What follows belongs to an exercise in optimizing a design on an open flow for small area, a short achievable clock period and few clock cycles per item; a production flow would make more cautious choices. The RTL was checked by simulation tests, not by an equivalence proof against the original design. Power figures rest on the tool's default switching activity, not on a simulated workload.

==> flow/design.v <==
module clkrate_engine (
    input  wire        clk,
    input  wire        rst,
    input  wire        start,
    input  wire [31:0] tag,
    input  wire [1:0]  core,
    output wire        ready,
    output reg         done,
    output reg  [63:0] rate,
    output reg  [1:0]  err,
    input  wire [63:0] osc_hz,
    input  wire [63:0] intosc_hz,
    input  wire [63:0] fpga_hz,
    input  wire [31:0] m_pllglob,
    input  wire [31:0] m_pllm,
    input  wire [31:0] m_pllc1,
    input  wire [31:0] m_pllc2,
    input  wire [31:0] m_pllc3,
    input  wire [31:0] p_pllglob,
    input  wire [31:0] p_pllm,
    input  wire [31:0] p_pllc1,
    input  wire [31:0] p_pllc2,
    input  wire [31:0] p_pllc3,
    input  wire [31:0] m_nocclk,
    input  wire [31:0] m_nocdiv,
    input  wire [31:0] ctrl,
    input  wire [31:0] core01ctr,
    input  wire [31:0] core23ctr,
    input  wire [31:0] core2ctr,
    input  wire [31:0] core3ctr,
    input  wire [31:0] p_emacctl,
    input  wire [31:0] emacactr,
    input  wire [31:0] emacbctr,
    input  wire [31:0] emacptpctr
);
    localparam [1:0] ERR_OK          = 2'd0;
    localparam [1:0] ERR_UNSUPPORTED = 2'd1;
    localparam [1:0] ERR_DIVZERO     = 2'd2;
    localparam [3:0] T_MPU      = 4'd0;
    localparam [3:0] T_L4_MAIN  = 4'd1;
    localparam [3:0] T_L4_MP    = 4'd2;
    localparam [3:0] T_L4_SP    = 4'd3;
    localparam [3:0] T_SYSFREE  = 4'd4;
    localparam [3:0] T_SDMMC    = 4'd5;
    localparam [3:0] T_EMAC0    = 4'd6;
    localparam [3:0] T_EMAC1    = 4'd7;
    localparam [3:0] T_EMAC2    = 4'd8;
    localparam [3:0] T_EMACPTP  = 4'd9;
    localparam [3:0] T_USB      = 4'd10;
    localparam [3:0] T_NAND     = 4'd11;
    localparam [3:0] T_NANDX    = 4'd12;
    localparam [2:0] SEL_MAIN   = 3'd0;
    localparam [2:0] SEL_PERI   = 3'd1;
    localparam [2:0] SEL_EOSC   = 3'd2;
    localparam [2:0] SEL_INTOSC = 3'd3;
    localparam [2:0] SEL_FPGA   = 3'd4;
    localparam [1:0] PSRC_EOSC   = 2'd0;
    localparam [1:0] PSRC_INTOSC = 2'd1;
    localparam [1:0] PSRC_FPGA   = 2'd2;
    localparam [3:0] S_IDLE     = 4'd0;
    localparam [3:0] S_SRC      = 4'd1;
    localparam [3:0] S_DIV_AREF = 4'd2;     
    localparam [3:0] S_MUL      = 4'd3;
    localparam [3:0] S_DIV_PLLC = 4'd4;
    localparam [3:0] S_DIV_GATE = 4'd5;
    localparam [3:0] S_DIV_CORE = 4'd6;
    localparam [3:0] S_SHIFT    = 4'd7;
    localparam [3:0] S_VCO      = 4'd8;
    reg  [3:0]  state;
    reg  [31:0] tag_q;
    reg  [1:0]  core_q;
    reg         peri_q;      
    reg  [63:0] x;           
    reg  [11:0] rem;         
    reg  [5:0]  iter;        
    assign ready = (state == S_IDLE);
    wire [3:0] t = tag_q[3:0];
    wire supported = (tag_q <= 32'd12);
    wire is_mpu   = (t == T_MPU);
    wire is_emac  = (t == T_EMAC0) || (t == T_EMAC1) || (t == T_EMAC2);
    wire is_ptp   = (t == T_EMACPTP);
    wire is_gate  = is_mpu || is_emac || is_ptp;    
    wire core_div = is_mpu && core_q[1];            
    reg emac_sel;
    always @(*) begin
        case (t)
            T_EMAC0: emac_sel = p_emacctl[26];
            T_EMAC1: emac_sel = p_emacctl[27];
            default: emac_sel = p_emacctl[28];
        endcase
    end
    reg [31:0] gsel;
    reg [1:0]  slice;
    always @(*) begin
        if (is_mpu) begin
            gsel  = core_q[1] ? core23ctr : core01ctr;
            slice = 2'd1;
        end else if (is_emac) begin
            gsel  = emac_sel ? emacbctr : emacactr;
            slice = 2'd2;
        end else if (is_ptp) begin
            gsel  = emacptpctr;
            slice = 2'd2;
        end else begin
            gsel  = m_nocclk;
            slice = 2'd3;
        end
    end
    wire [2:0] src = gsel[18:16];
    wire       pll_src = (src == SEL_MAIN) || (src == SEL_PERI);
    wire [31:0] pllglob = peri_q ? p_pllglob : m_pllglob;
    wire [31:0] pllm    = peri_q ? p_pllm    : m_pllm;
    wire [1:0]  psrc    = pllglob[17:16];
    wire [3:0]  aref    = pllglob[11:8];
    wire [9:0]  mdiv    = pllm[9:0];
    reg  [31:0] pllc;
    always @(*) begin
        case (slice)
            2'd1:    pllc = peri_q ? p_pllc1 : m_pllc1;
            2'd2:    pllc = peri_q ? p_pllc2 : m_pllc2;
            default: pllc = peri_q ? p_pllc3 : m_pllc3;
        endcase
    end
    reg [63:0] ref_hz;
    always @(*) begin
        case (psrc)
            PSRC_EOSC:   ref_hz = osc_hz;
            PSRC_INTOSC: ref_hz = intosc_hz;
            default:     ref_hz = fpga_hz;
        endcase
    end
    wire psrc_ok = (psrc != 2'd3);
    reg [63:0] osc_sel;
    always @(*) begin
        case (src)
            SEL_EOSC:   osc_sel = osc_hz;
            SEL_INTOSC: osc_sel = intosc_hz;
            SEL_FPGA:   osc_sel = fpga_hz;
            default:    osc_sel = 64'd0;
        endcase
    end
    wire [1:0] l4mp = m_nocdiv[17:16];
    wire [1:0] l4sp = m_nocdiv[19:18];
    reg  [2:0] shamt;
    always @(*) begin
        case (t)
            T_L4_MP, T_USB, T_NANDX: shamt = {1'b0, l4mp};
            T_L4_SP:                 shamt = {1'b0, l4sp};
            T_SYSFREE:               shamt = ctrl[0] ? 3'd1 : 3'd2;
            T_SDMMC, T_NAND:         shamt = {1'b0, l4mp} + 3'd2;
            default:                 shamt = 3'd0;
        endcase
    end
    wire [11:0] gcnt1 = {1'b0, gsel[10:0]} + 12'd1;
    wire [31:0] corex = core_q[0] ? core3ctr : core2ctr;
    reg  [11:0] divisor;
    always @(*) begin
        case (state)
            S_DIV_AREF: divisor = {8'd0, aref};
            S_DIV_PLLC: divisor = {1'b0, pllc[10:0]} + 12'd1;
            S_DIV_GATE: divisor = gcnt1;
            default:    divisor = {1'b0, corex[10:0]} + 12'd1;
        endcase
    end
    wire [12:0] trial  = {rem, x[63]};
    wire        qbit   = (trial >= {1'b0, divisor});
    wire [12:0] diff   = trial - {1'b0, divisor};
    wire [11:0] rem_nx = qbit ? diff[11:0] : trial[11:0];
    wire        last   = (iter == 6'd63);
    wire [3:0] after_pll  = is_gate  ? S_DIV_GATE : S_SHIFT;
    wire [3:0] after_gate = core_div ? S_DIV_CORE : S_SHIFT;
    always @(posedge clk) begin
        if (rst) begin
            state  <= S_IDLE;
            done   <= 1'b0;
            rate   <= 64'd0;
            err    <= ERR_OK;
            tag_q  <= 32'd0;
            core_q <= 2'd0;
            peri_q <= 1'b0;
            x      <= 64'd0;
            rem    <= 12'd0;
            iter   <= 6'd0;
        end else begin
            done <= 1'b0;
            case (state)
                S_IDLE: begin
                    if (start) begin
                        tag_q  <= tag;
                        core_q <= core;
                        state  <= S_SRC;
                    end
                end
                S_SRC: begin
                    rem  <= 12'd0;
                    iter <= 6'd0;
                    if (!supported) begin
                        done  <= 1'b1;
                        rate  <= 64'd0;
                        err   <= ERR_UNSUPPORTED;
                        state <= S_IDLE;
                    end else if (pll_src) begin
                        peri_q <= (src == SEL_PERI);
                        state  <= S_VCO;
                    end else begin
                        x     <= osc_sel;
                        state <= after_pll;
                    end
                end
                S_VCO: begin
                    if (!psrc_ok) begin
                        x     <= 64'd0;
                        state <= after_pll;
                    end else if (aref == 4'd0) begin
                        done  <= 1'b1;
                        rate  <= 64'd0;
                        err   <= ERR_DIVZERO;
                        state <= S_IDLE;
                    end else begin
                        x     <= ref_hz;
                        state <= S_DIV_AREF;
                    end
                end
                S_MUL: begin
                    x     <= x * {54'd0, mdiv};
                    rem   <= 12'd0;
                    iter  <= 6'd0;
                    state <= S_DIV_PLLC;
                end
                S_DIV_AREF, S_DIV_PLLC, S_DIV_GATE, S_DIV_CORE: begin
                    x    <= {x[62:0], qbit};
                    rem  <= rem_nx;
                    iter <= iter + 6'd1;
                    if (last) begin
                        rem  <= 12'd0;
                        if (state == S_DIV_AREF)
                            state <= S_MUL;
                        else if (state == S_DIV_PLLC)
                            state <= after_pll;
                        else if (state == S_DIV_GATE)
                            state <= after_gate;
                        else
                            state <= S_SHIFT;
                    end
                end
                S_SHIFT: begin
                    done  <= 1'b1;
                    rate  <= x >> shamt;
                    err   <= ERR_OK;
                    state <= S_IDLE;
                end
                default: state <= S_IDLE;
            endcase
        end
    end
endmodule
==> flow/run.sh <==
#!/bin/bash
# synth_recipe.tcl (not shown) runs the flow's synth.tcl, then flattens the netlist and writes it again
# the make line also repeats each setting of config.mk as NAME=value (left out here)
make -C /OpenROAD-flow-scripts/flow DESIGN_CONFIG=/design/flow/config.mk WORK_HOME=/design/flow/orfs CLKGATE_MAP_FILE= SYNTH_SCRIPT=/design/flow/synth_recipe.tcl finish
==> flow/config.mk <==
export PLATFORM = sky130hd
export DESIGN_NAME = clkrate_engine
export DESIGN_NICKNAME = clkrate_engine
export VERILOG_FILES = /design/flow/design.v
export SDC_FILE = /design/flow/constraint.sdc
export NUM_CORES = 4
export LEC_CHECK = 0
export CAP_MARGIN = 20
export CORE_MARGIN = 2
export CORE_UTILIZATION = 40
export SLEW_MARGIN = 20
==> flow/constraint.sdc <==
create_clock -name core_clock -period 10.0 [get_ports {clk}]
set_input_delay 2.0000 -clock core_clock [delete_from_list [all_inputs] [get_ports {clk}]]
set_output_delay 2.0000 -clock core_clock [all_outputs]
set_load 0.01 [all_outputs]
==> summary.txt <==
synthesized netlist by cell type (22+ instances only):
library cell,number
nor2b_1,189
a21oi_1,412
inv_1,437
and2_1,171
mux2i_1,241
mux2_2,46
nand3_1,57
nand2_1,677
o21ai_0,184
dfxtp_1,188
nor3_1,36
ha_1,92
clkbuf_1,278
fa_1,455
nand2b_1,22
a22oi_1,84
a31oi_1,29
o211ai_1,29
xnor2_1,39
nand4_1,32
a21o_1,34
a211oi_1,33
xor2_1,31
nor2_1,121
buf_2,38
worst min-delay path, stage by stage, from the launching register on:
cell,delay [ns]
dfxtp_1,0.32
nand2_1,0.05
a21oi_1,0.05
power by group through the flow:
| stage | clock network [uW] | logic [uW] | registers, uW |
|---|---|---|---|
| 6_report | 751 | 6790 | 1340 |
| 2_1_floorplan | 0 | 4800 | 945 |
| 4_1_cts | 762 | 6700 | 1300 |
| 3_3_place_gp | 0 | 6590 | 1320 |
| 5_1_grt | 782 | 7520 | 1340 |
| 3_5_place_dp | 0 | 6630 | 1320 |
layer usage:
layer	share of wire, %	up-vias	track usage [%]	wire, um
met1	41	16450	44.2	59700
met4	5.3	28	16.7	7700
li1	-	14715	-	-
met2	42	1704	50.1	61500
met5	0.12	-	0	171
met3	12	279	11.8	17400
through the flow:
| stage | cells | utilization, % |
|---|---|---|
| floorplan | 4251 | - |
| global placement | 5561 | 47.6 |
| detailed placement | 5561 | 47.6 |
| CTS | 5592 | 48.3 |
| global route | 5600 | 48.4 |
| finish | 5604 | 48.4 |
flip-flops by register name, indices dropped and copies added, names as in the netlist:
| register | cells |
|---|---|
| err | 2 |
| rate | 64 |
| peri_q | 1 |
| rem | 12 |
| tag_q | 32 |
| core_q | 2 |
| done | 1 |
| state | 4 |
| iter | 6 |
| x | 64 |
area by class of cell:
class	instances	area, sq um
Timing Repair Buffer	583	5670
Antenna cell	11	27.5
Sequential cell	188	3760
Multi-Input combinational cell	3284	26800
Clock inverter	14	154
Fill cell	8029	42500
Inverter	437	1640
Tap cell	1070	1340
Clock buffer	17	425
cells by family (layout without fill, tap and decap cells):
| family | count (synthesis) | in the layout | share of synthesized area [%] |
|---|---|---|---|
| and+or+nand+nor | 1376 | 1376 | 19.7 |
| AOI/OAI and AO/OA | 1001 | 1001 | 18.6 |
| buffers and inverters | 779 | 1051 | 8.99 |
| adders and majority gates | 547 | 547 | 30.7 |
| muxes | 289 | 289 | 8.86 |
| DFF | 188 | 188 | 11.3 |
| xor gates and xnor gates | 71 | 71 | 1.90 |
| other | 0 | 11 | 0 |
how the worst max path moves through the flow:
| stage | startpoint | to | slack [ns] | cells past startpoint |
|---|---|---|---|---|
| 2_1_floorplan | p_pllm[6] | x[59] | 1.95 | 22 |
| 3_3_place_gp | m_pllm[1] | x[59] | 0.91 | 23 |
| 3_5_place_dp | m_pllm[1] | x[60] | 0.92 | 21 |
| 4_1_cts | m_pllm[3] | x[43] | 1.45 | 24 |
| 5_1_grt | m_pllm[1] | x[49] | 1.0 | 24 |
| 6_report | m_pllm[3] | x[43] | 1.31 | 24 |
==> reports/metrics.yaml <==
routed_via_density: 5.92
r2r_start: "peri_q"
cts_tree: "built"
yosysTopAreaCell: "fa_1"
tns_ns: 0
cts_hold_buf: 0
switching_share_pct: 58.3
grt_usage_pct: 34.0
synthFlopType: "dfxtp_1"
crit_top_cell: "fa_1"
p_leak_uw: 0.0171
drt_first_pass_iters: 8
cts_max_level: 4
drtAntennaViolNets: 0
pwr-share-comb_pct: 76.5
synth_edf_count: 0
cts_num_sinks: 188
avgSynthCellArea_sq_um: 7.86
hold_violations: 0
ys_seq_area_share_pct: 11.3
dp_hpwl_um: 113000
rr_worst_depth: 21
netlist.area_leader.share_pct: 27.3
r2r_end: "x[60]"
worst-setup-path-type: "in -> reg"
netlist_top_cells_area: "fa_1, dfxtp_1, nand2_1"
dieArea_sq_um: 85900
p_per_area_nw_per_um2: 223
clock_latency_ns: 0.52
final_common_cell: "nand2_1"
areaGrowthSynthToFinish_pct: 19.3
drt_wl_total_um: 146000
p_int_uw: 3700
cp-end-kind: "flop"
crit_slowest_cell: "mux2_2"
netlist_area_sq_um: 33400
ys_seq_elements: 188
finalPower_uw: 8880
cpPeakStageDelay_ns: 0.64
drv_cap: 0
critPathTopFamily: "adder cells"
syn_inst: 4251
synth_warnings: 1
gp_congestion: 0.984
holdWs_ns: 0.453
port_buffers: 508
layout_min_cycle_time_ns: 8.69
drive_gt1_share_pct: 4.38
crit_arrival_ns: 9.11
ys_types: 83
cts_resized: 0
place_area_sq_um: 39200
overflow: 0
die_h_um: 293
holdCritPathClass: "reg -> reg"
root_buffer: "clkbuf_16"
final.setup.worst_slack_ns: 1.31
cts_setup_buffers: 0
maxSlewViolCount: 0
worst_pin_slew_ns: 1.09
crit_required_ns: 10.41
numCtsBuffers: 17
rsz0062_at_grt: "false"
layout_common_cells: "nand2_1, clkdlybuf4s50_1, fa_1, inv_1, a21oi_1"
max_freq_mhz: 115
initial_core_util_pct: 40.6
grt_pass1_wl_um: 217000
pin_count: 969
drc: 0
async_reset_ff_share_pct: 0
core-area_sq_um: 82400
cp.buffers_inverters: 7
min_path_cells: 2
crit_chain: "clkdlybuf4s50_1, mux2_2, buf_4, nand2_1, fa_1, inv_1, fa_1, fa_1, fa_1, inv_1, fa_1, inv_1, ha_1, o21ai_0, a21oi_1, o221ai_1, a211oi_1, buf_4, a31oi_1, buf_4, o21ai_0, a211o_1, o211ai_1, a32o_1"
start_kind: "primary input"
ir_drop_uv: 150
ff2ff_setup_slack_ns: 1.98
post-route-period-util_pct: 86.9
seqPwrFrac_pct: 15.1
antenna_found_initial: 35
path_max_fanout: 22
routed-via-count: 33176
p_sw_uw: 5180
grt_max_degree: 71
die_w_um: 293
syn_nets: 5699
holdCritStartpoint: "rate[38]"
setup_violations: 0
status: "timing/DRC/antenna clean"
slew_headroom_pct: 26.9
clk_pin_slew_ns: 0.09
clockBufferDepth: 2
dp_slack_ns: 0.921
clockPowerShare_pct: 8.5
drtIter0Drc: 3310
final_area_sq_um: 39900
min_to: "rate[38]"
grt_pass1_vias: 33317
layout.nets: 5959
fin_skew_ns: 0.0226
wl_per_cell_um: 26.1
num_rows: 105
Testbench counts, summed over its fixed seeds: cycles 212,481, items 2,400.

port drivers added, routing unchanged:
In the flow no input, the clock included, has a driving cell. The finished layout below was timed again as built, in two steps. Step 1: set_driving_cell puts a clkbuf_16 on clk and a buf_2 on each other input, an assumption about the parent block. Step 2 adds t to the input delays and takes it off the output delays; t is the mean of the earliest and latest rising clock arrival at the registers after step 1. Input paths then give back, and output paths get back, about the clock's delay inside the block. Slacks: ideal ports / drivers / drivers and shift; pairs: ideal ports / drivers.
t, ns: 0.575
slack for setup (ns): 1.307 / 1.345 / 0.771
hold slack, ns: 0.453 / 0.453 / 0.453
worst setup path at the end: input to register
After both steps this run still meets setup and hold. The setup slack of this run moves by +0.038 ns with the drivers and by -0.536 ns with both steps.
